From an optimization exercise on the open Yosys and OpenROAD flow, aimed at small area, a short achievable clock period and few clock cycles; shortcuts taken in it are not production practice.
Only the layout flow was run in this run; the RTL was not checked for function there.
Power figures rest on the tool's default switching activity, not on a simulated workload.

`flow/run.sh`:
```
#!/bin/bash
# Standard layout, with the port buffers made from the smallest buffer
# (buf_1) instead of the default choice; repair may still resize them.
set -euo pipefail
echo 'export BUFFER_PORTS_ARGS = -buffer_cell sky130_fd_sc_hd__buf_1' >> config.mk
bash standard.sh finish > standard.log 2>&1
```
`standard.sh`:
```
#!/bin/bash
# synth_recipe.tcl (not shown) runs the flow's synth.tcl, then flattens the netlist and writes it again
# the make line also repeats each setting of config.mk as NAME=value (left out here)
make -C /OpenROAD-flow-scripts/flow DESIGN_CONFIG=/design/flow/config.mk WORK_HOME=/design/flow/orfs CLKGATE_MAP_FILE= SYNTH_SCRIPT=/design/flow/synth_recipe.tcl "${@:-finish}"
```
`config.mk`:
```
export PLATFORM = sky130hd
export DESIGN_NAME = bitrat_enc
export DESIGN_NICKNAME = bitrat_enc
export VERILOG_FILES = /design/flow/design.v
export SDC_FILE = /design/flow/constraint.sdc
export NUM_CORES = 4
export LEC_CHECK = 0
export CAP_MARGIN = 20
export CORE_MARGIN = 2
export CORE_UTILIZATION = 70
export SETUP_SLACK_MARGIN = 2.6
export SLEW_MARGIN = 20
export BUFFER_PORTS_ARGS = -buffer_cell sky130_fd_sc_hd__buf_1
```
`constraint.sdc`:
```
create_clock -name core_clock -period 5.0 [get_ports {clk}]
set_input_delay 1.0000 -clock core_clock [delete_from_list [all_inputs] [get_ports {clk}]]
set_output_delay 1.0000 -clock core_clock [all_outputs]
set_load 0.01 [all_outputs]
```
`design.v`:
```
module bitrat_enc (
    input  wire        clk,
    input  wire        rst,         
    input  wire        start,
    input  wire        prev_bit,
    input  wire [12:0] len,         
    output reg  [11:0] in_addr,
    input  wire [7:0]  in_data,
    output reg         out_we,
    output reg  [12:0] out_addr,
    output reg  [7:0]  out_data,
    output reg         busy,
    output reg         done,
    output reg  [7:0]  cmask,
    output reg  [3:0]  maskw,
    output wire [12:0] count,
    output wire        last
);
    localparam I_IDLE = 0,
               I_B2   = 1,   
               I_B1   = 2,   
               I_RUN  = 3,   
               I_GW   = 4,   
               I_PW   = 5,   
               I_SW   = 6,   
               I_RB   = 7;   
    localparam [7:0] S_IDLE = 8'd1 << I_IDLE,
                     S_B2   = 8'd1 << I_B2,
                     S_B1   = 8'd1 << I_B1,
                     S_RUN  = 8'd1 << I_RUN,
                     S_GW   = 8'd1 << I_GW,
                     S_PW   = 8'd1 << I_PW,
                     S_SW   = 8'd1 << I_SW,
                     S_RB   = 8'd1 << I_RB;
    reg [7:0]  st;
    reg [12:0] lenr;      
    reg        lastb;     
    reg        fullp;     
    reg        f_gs, f_bs, f_ps, f_ss;       
    reg        f_ge, f_be, f_pe, f_se;       
    reg [7:0]  d;
    reg        lit;       
    reg        mbit;      
    reg        mode;      
    reg [12:0] ocur;      
    reg [12:0] gpos, ppos, spos;
    reg        g_has, p_has, s_has;    
    reg        pend_pw, pend_sw;       
    reg [7:0]  gmask, pmask, smask;
    reg [5:0]  ln;        
    reg [12:0] ocur_b;
    reg        p_has_b, s_has_b, mbit_b;
    assign count = ocur;
    assign last  = mbit;
    function [10:0] inc11(input [10:0] x);
        integer i;
        for (i = 0; i < 11; i = i + 1)
            inc11[i] = x[i] ^ ((x & ((11'd1 << i) - 11'd1)) == ((11'd1 << i) - 11'd1));
    endfunction
    function [11:0] inc12(input [11:0] x);
        integer i;
        for (i = 0; i < 12; i = i + 1)
            inc12[i] = x[i] ^ ((x & ((12'd1 << i) - 12'd1)) == ((12'd1 << i) - 12'd1));
    endfunction
    function [6:0] dec7(input [6:0] x);
        integer i;
        for (i = 0; i < 7; i = i + 1)
            dec7[i] = x[i] ^ ((x & ((7'd1 << i) - 7'd1)) == 7'd0);
    endfunction
    function [10:0] dec11(input [10:0] x);
        integer i;
        for (i = 0; i < 11; i = i + 1)
            dec11[i] = x[i] ^ ((x & ((11'd1 << i) - 11'd1)) == 11'd0);
    endfunction
    wire [11:0] icur    = {dec11(in_addr[11:1]), in_addr[0]};
    wire grp_end  = f_ge || lastb;
    wire blk_end  = fullp && f_be;
    wire pair_end = f_pe || lastb;
    wire sec_end  = f_se || lastb;
    wire esc_mode = mode && fullp;
    wire [7:0] gm_base = f_gs ? 8'd0 : gmask;
    wire [7:0] pm_base = f_ps ? 8'd0 : pmask;
    wire [7:0] sm_base = f_ss ? 8'd0 : smask;
    wire [5:0] ln_base = f_bs ? 6'd0 : ln;
    wire       m_next  = (st[I_RUN] && lit) ? d[0] : mbit;
    wire [7:0] gm_next = gm_base | (lit ? (8'h80 >> icur[2:0]) : 8'd0);
    wire       wr      = esc_mode || lit;
    wire       ng      = esc_mode ? f_bs : (lit && !g_has);
    wire [10:0] oh1    = inc11(ocur[12:2]);
    wire [1:0]  ol     = ocur[1:0];
    wire [12:0] o1     = {(ol == 2'd3) ? oh1 : ocur[12:2], ol + 2'd1};
    wire [12:0] o2     = {ol[1]        ? oh1 : ocur[12:2], ol + 2'd2};
    wire [12:0] waddr  = ng ? o1 : ocur;
    wire [12:0] onext  = ng ? o2 : o1;
    wire [5:0] ln_next = ln_base + {5'd0, lit} + {5'd0, lit && !g_has};
    wire       esc     = (ln_base > 6'd32) ||
                         (lit && ((ln_base >= 6'd32) || (!g_has && ln_base >= 6'd31)));
    wire [1:0] inc     = lit ? (g_has ? 2'd1 : 2'd2) : 2'd0;
    wire [1:0] q       = in_addr[4:3];
    wire       fits    = (q == 2'd1) ? ((inc == 2'd0) ? (ln_base <= 6'd5)  :
                                        (inc == 2'd1) ? (ln_base <= 6'd4)  : (ln_base <= 6'd3))  :
                         (q == 2'd2) ? ((inc == 2'd0) ? (ln_base <= 6'd14) :
                                        (inc == 2'd1) ? (ln_base <= 6'd13) : (ln_base <= 6'd12)) :
                         (q == 2'd3) ? ((inc == 2'd0) ? (ln_base <= 6'd23) :
                                        (inc == 2'd1) ? (ln_base <= 6'd22) : (ln_base <= 6'd21)) :
                                       ((inc == 2'd0) ? (ln_base <= 6'd32) :
                                        (inc == 2'd1) ? (ln_base <= 6'd31) : (ln_base <= 6'd30));
    wire       mism    = fullp && (mode ? (f_ge && fits) : esc);
    wire       p_act_n = p_has || wr;
    wire       s_act_n = s_has || wr;
    wire       gw      = grp_end && (esc_mode ? blk_end : lit);
    wire [7:0] pm_grp  = (grp_end && (gm_next != 8'd0)) ? (8'h80 >> icur[5:3]) : 8'd0;
    wire [7:0] pm_esc  = (blk_end && esc_mode && esc) ? (in_addr[5] ? 8'hF0 : 8'h0F) : 8'd0;
    wire [7:0] sm_bit  = (pair_end && p_act_n && !mism) ? (8'h80 >> icur[8:6]) : 8'd0;
    wire [7:0] cm_bit  = (sec_end && s_act_n && !mism) ? (8'h80 >> icur[11:9]) : 8'd0;
    wire pw_run  = pair_end && p_act_n;
    wire sw_run  = sec_end && s_act_n;
    wire fin_run = gw || pw_run || sec_end;
    wire fin_st  = st[I_GW] ? (pend_pw || sec_end) :
                   st[I_PW] ? sec_end : lastb;
    wire stall   = st[I_GW] || st[I_PW] || st[I_SW];
    wire step    = (st[I_RUN] && !fin_run) || (stall && !fin_st);
    wire [6:0]  base_hi = (in_addr[4:0] < 5'd3) ? dec7(in_addr[11:5]) : in_addr[11:5];
    reg [7:0] st_n;
    reg       fin_n;      
    always @(*) begin
        st_n  = st;
        fin_n = 1'b0;
        case (1'b1)
            st[I_IDLE]: if (start && len != 13'd0) st_n = S_B2;
            st[I_B2]:   st_n = S_B1;
            st[I_B1]:   st_n = S_RUN;
            st[I_RB]:   st_n = S_B2;
            st[I_RUN]: begin
                if (mism)         st_n = S_RB;
                else if (gw)      st_n = S_GW;
                else if (pw_run)  st_n = S_PW;
                else if (sec_end) st_n = S_SW;
            end
            st[I_GW]: begin
                if (pend_pw)      st_n = S_PW;
                else if (sec_end) st_n = S_SW;
                else              st_n = S_RUN;
            end
            st[I_PW]: begin
                if (sec_end) st_n = S_SW;
                else         st_n = S_RUN;
            end
            st[I_SW]: begin
                if (lastb) fin_n = 1'b1;
                else       st_n = S_RUN;
            end
            default: st_n = S_IDLE;
        endcase
        if (fin_n) st_n = S_IDLE;
    end
    always @(posedge clk) begin
        if (rst) begin
            st     <= S_IDLE;
            busy   <= 1'b0;
            done   <= 1'b0;
            out_we <= 1'b0;
        end else begin
            st     <= st_n;
            busy   <= !st_n[I_IDLE];
            done   <= fin_n || (st[I_IDLE] && start && len == 13'd0);
            out_we <= (st[I_RUN] && (wr || (!esc_mode && g_has))) ||
                      st[I_GW] || st[I_PW] || (st[I_SW] && pend_sw);
        end
    end
    always @(posedge clk) begin
        case (1'b1)
            st[I_GW]: begin
                out_addr <= gpos;
                out_data <= esc_mode ? 8'h00 : gmask;
            end
            st[I_PW]: begin
                out_addr <= ppos;
                out_data <= pmask;
            end
            st[I_SW]: begin
                out_addr <= spos;
                out_data <= smask;
            end
            default: begin
                out_addr <= wr ? waddr : gpos;
                out_data <= wr ? d : gm_base;
            end
        endcase
        if (!stall) begin
            d   <= in_data;
            lit <= m_next ? (in_data != 8'hFF) : (in_data != 8'h00);
        end
        if (step || st[I_B2] || st[I_B1])
            in_addr <= inc12(in_addr);
        if (step) begin
            lastb <= (in_addr == lenr[11:0]);
            if (in_addr[5:0] == 6'd1)
                fullp <= ({1'b0, in_addr[11:6]} < lenr[12:6]);
            f_gs  <= (in_addr[2:0] == 3'd1);
            f_bs  <= (in_addr[4:0] == 5'd1);
            f_ps  <= (in_addr[5:0] == 6'd1);
            f_ss  <= (in_addr[8:0] == 9'd1);
            f_ge  <= (in_addr[2:0] == 3'd0);
            f_be  <= (in_addr[4:0] == 5'd0);
            f_pe  <= (in_addr[5:0] == 6'd0);
            f_se  <= (in_addr[8:0] == 9'd0);
        end
        case (1'b1)
            st[I_IDLE]: begin
                if (start) begin
                    lenr    <= len;
                    maskw   <= len[12:9] + {3'd0, (len[8:0] != 9'd0)};
                    lastb   <= (len == 13'd1);
                    fullp   <= (len[12:6] != 7'd0);
                    f_gs    <= 1'b1;
                    f_bs    <= 1'b1;
                    f_ps    <= 1'b1;
                    f_ss    <= 1'b1;
                    f_ge    <= 1'b0;
                    f_be    <= 1'b0;
                    f_pe    <= 1'b0;
                    f_se    <= 1'b0;
                    g_has   <= 1'b0;
                    p_has   <= 1'b0;
                    s_has   <= 1'b0;
                    mbit    <= prev_bit;
                    mode    <= 1'b0;
                    in_addr <= 12'd0;
                    spos    <= 13'd0;
                    ppos    <= 13'd1;
                    ocur    <= (len == 13'd0) ? 13'd0 : 13'd2;
                    cmask   <= 8'd0;
                end
            end
            st[I_RB]: begin
                in_addr <= {base_hi, 5'd0};
                lastb   <= 1'b0;
                fullp   <= 1'b1;
                f_gs    <= 1'b1;
                f_bs    <= 1'b1;
                f_ps    <= !base_hi[0];
                f_ss    <= (base_hi[3:0] == 4'd0);
                f_ge    <= 1'b0;
                f_be    <= 1'b0;
                f_pe    <= 1'b0;
                f_se    <= 1'b0;
                mode    <= ~mode;
                ocur    <= ocur_b;
                g_has   <= 1'b0;
                p_has   <= p_has_b;
                s_has   <= s_has_b;
                mbit    <= mbit_b;
            end
            st[I_RUN]: begin
                if (f_bs && fullp) begin
                    ocur_b  <= ocur;
                    p_has_b <= p_has;
                    s_has_b <= s_has;
                    mbit_b  <= mbit;
                end
                if (ng) gpos <= ocur;
                if (lit) mbit <= d[0];
                if (wr) ocur <= onext;
                gmask   <= gm_next;
                ln      <= ln_next;
                g_has   <= !grp_end && (g_has || lit);
                p_has   <= !pair_end && p_act_n;
                s_has   <= !sec_end && s_act_n;
                pend_pw <= pw_run;
                pend_sw <= sw_run;
                pmask   <= pm_base | pm_grp | pm_esc;
                smask   <= sm_base | sm_bit;
                cmask   <= cmask | cm_bit;
            end
            st[I_PW]: begin
                if (!sec_end) begin
                    ppos <= ocur;
                    ocur <= o1;
                end
            end
            st[I_SW]: begin
                if (lastb) begin
                    ocur <= !pend_sw ? spos : !pend_pw ? ppos : ocur;
                end else if (pend_sw) begin
                    if (pend_pw) begin
                        spos <= ocur;
                        ppos <= o1;
                        ocur <= o2;
                    end else begin
                        spos <= ppos;
                        ppos <= ocur;
                        ocur <= o1;
                    end
                end
            end
            default: ;
        endcase
    end
endmodule
```
==> summary.txt <==
## state kept, by name (all words and copies together), names as in the netlist, 4 cells and up
name	flops
ocur_b	13
smask	8
cmask	8
gpos	13
maskw	4
d	8
ppos	13
ln	6
ocur	13
in_addr	12
out_addr	13
out_data	8
lenr	13
st	8
gmask	8
pmask	8
spos	13
## placed cells by master, fill, tap and decap left out, types with 12 or more instances in the layout
master / count
edfxtp_1: 142
nand2_1: 103
nor2_1: 96
buf_1: 86
a21oi_1: 70
inv_1: 59
o21ai_0: 53
buf_4: 53
dfxtp_1: 37
xnor2_1: 32
mux2i_1: 27
nor3_1: 26
nand3_1: 24
ha_1: 24
o22ai_1: 17
clkbuf_16: 17
xor2_1: 14
a211oi_1: 14
or3_1: 13
o22ai_2: 13
a31oi_1: 13
nand2b_1: 12
nor2b_1: 12
buf_6: 12
## per-layer routing
layer / part of all wire / GRT usage
met2: 0.45 / 0.5606
met3: 0.14 / 0.1131
met5: 0 / 0
met1: 0.39 / 0.5517
met4: 0.023 / 0.08597
## Yosys cell counts (all sizes together) (25+ instances only)
library cell    n
clkbuf         47
mux2i          28
inv            66
edfxtp        142
nor2          102
nand2         109
o22ai          30
nor3           31
nand3          26
xnor2          32
a21oi          72
o21ai          59
buf            25
ha             31
dfxtp          51
## tightest hold or removal path, cell delays in order, from the launching register on
cell and delay (ps):
edfxtp_1 350, nand2_1 50, o21ai_0 60
## through the flow
step	hold WS, ps	instances
final	480.8	1412
after global routing	499.4	1412
after CTS	482.3	1383
after detailed placement	464.9	1327
after global placement	454.8	1327
after floorplan	425.1	1109
## worst max-delay path by stage
stage,depth (start not counted),slack [ps],endpoint
floorplan,6,2470,maskw[2]$_DFFE_PP_
global placement,8,1690,in_addr[11]$_DFFE_PP_
detailed placement,8,1550,lastb$_DFF_P_
CTS,8,2460,lastb$_DFF_P_
global route,7,2470,st[3]$_SDFFE_PP0P_
finish,4,2540,count[2]
## cell families after synthesis
group	Yosys count	synth area share
buffers and inverters	139	0.05236
multiplexers	31	0.02955
AND/OR/NAND/NOR	370	0.1637
flip-flops	193	0.4914
adder cells (fa/ha/maj)	31	0.03607
AO/OA/AOI/OAI	298	0.1886
XOR/XNOR	47	0.03828
## layout make-up
cell class	count	area, µm²	area share
multi-input combinational	778	5316	0.4212
sequential	193	5315	0.4211
timing repair buffer	154	915.9	0.07257
clock buffer	17	425.4	0.03371
inverter	67	267.8	0.02122
tap	188	235.2	0.01864
clock inverter	15	145.1	0.01150
## what timing repair did
item | in CTS | in global routing
gates resized for setup | 40 | 81
pin swaps | 2 | 29
buffers inserted | 24 | 28
cloned | 0 | 1
endpoints found under the setup margin | 132 | 69
## power by group through the flow
stage	clock network, µW	logic (µW)	registers (µW)
after global routing	1410	1260	2020
after detailed placement	0	879	2070
final	1350	1170	2010
after CTS	1350	976	2000
after floorplan	0	645	2020
after global placement	0	861	2060
==> flow_summary.ini <==
[worst_hold_path]
min_path_cells = 2
hp-class = flip-flop to flip-flop
min_to = out_data[7]$_DFF_P_
hold_start = gmask[7]$_DFFE_PP_

[global_routing]
overflow = 0
grt_pass1_vias = 8570
grt_pass1_wl_um = 47390
grt_max_degree = 44
antenna_found_initial = 0
grt.total_usage = 0.3775

[floorplanning]
fp.dieH_um = 127.9
dieArea_um2 = 16370
row_count = 45
coreArea_um2 = 15090
start_util = 0.7127
io_pins = 87
dieWidth_um = 127.9

[placement]
port_buffers = 86
dp_slack_ps = 1546
gp_congestion = 0.9655
dp_hpwl_um = 20000
placed_area_um2 = 11190

[clock_tree]
htree_levels = 4
clk_latency_ps = 440
cts_root_buffer = clkbuf_16
clk_pin_slew_ps = 70
hold_buffers = 0
numCtsBuffers = 17
cts_sinks = 193
cts_tree = done
clk_path_buf_depth = 2

[status]
status = no timing/DRC/antenna violations

[cells_and_area]
drive_gt1_frac = 0.1757
syn2layout_area_growth_pct = 17.36
diodes = 0
design_area_um2 = 12620
final_util = 0.8364
n_fill_cell = 907
fin_nets = 1267

[detailed_routing]
detail-route-antenna-nets = 0
drc = 0
drtIter0Drc = 1815
post_drt_wl_per_cell_um = 22.44
via_count = 9702
routed_wl_um = 31690
drtPass1Iterations = 7
viasPerCell = 6.871

[yosys]
synth_cells = 1109
syn-num-nets = 1165
yosysWarnings = 1
yosysUniqueCellTypes = 80
ys_top_cells_by_area = edfxtp_1 40%, dfxtp_1 9.5%, nand2_1 3.8%
ys_seq_area_frac = 0.4914
synth_area_um2 = 10750
synth_area_leader_cell = edfxtp_1
synthArstFlopShare = 0
ys.flop_type = edfxtp_1
synth_edf_count = 142
ys_ff_latch = 193
synth_top_area_share = 0.3965
syn_area_per_cell_um2 = 9.697

[worst_setup_path]
worstPathMaxFanout = 8
slowest_delay_ps = 430
r2r_setup_slack_ps = 2570
crit_family = buffers and inverters
r2r_end = ocur[0]$_SDFFCE_PP0P_
crit_chain = buf_4, buf_4, buf_4, buf_1
cp-end-kind = output pin
crit_type = flip-flop to output pin
crit_required_ps = 4000
r2r-start = lit$_DFFE_PN_
crit_top_cell = buf_4
cp.arrival_ps = 1460
start_kind = flip-flop
critPathLaunch = ocur[2]$_SDFFCE_PP0P_
slowest_stage = edfxtp_1
r2r_cells = 7
critPathBufInv = 4

[sta]
clock_skew_ps = 11.46
finalWorstSetupSlack_ps = 2544
setup_viol = 0
period_minus_slack_ps = 2456
finalCritPeriodShare = 0.4913
hold_violations = 0
slew_viol_final = 0
rsz0062_at_grt = yes
fmax_mhz = 407.1
tightest_slew_ps = 1016
slew_headroom = 0.3229
fin_setup_tns_ps = 0

[job]
maxCapViolCount = 0

[power]
power_density_nw_per_um2 = 359.3
p_total_uw = 4534
swShare = 0.3253
switchingPower_uw = 1475
power_leakage_uw = 0.004662
max-vdd-ir-drop_mv = 0.2945
p_clk_frac = 0.298
p_int_uw = 3059
seqPwrFrac = 0.443
power_frac_comb = 0.258

-- port drivers added, routing unchanged --
In the flow no input, the clock included, has a driving cell. The finished layout below was timed again as built, in two steps. Step 1 sets driving cells, clkbuf_16 on the clock port and buf_2 on the other inputs (assumed; they add their load-dependent delay and slew). Step 2 times the ports against the registers' clock, not the clock port: input delays grow and output delays shrink by t, the midpoint of the rising clock arrivals with the driver on. a / b / c = ideal / step 1 / step 2; a / b = the first two.
t, ns: 0.481
setup slack, ns: 2.544 / 2.500 / 2.117
hold slack, ns: 0.481 / 0.481 / 0.481
worst register clock-pin slew, ns: 0.08 / 0.08
worst slew at a driven data input, ns: 0.04
After both steps setup and hold are still met in this run. For this run, drivers alone change the setup slack by -0.044 ns; drivers and shift together by -0.427 ns.
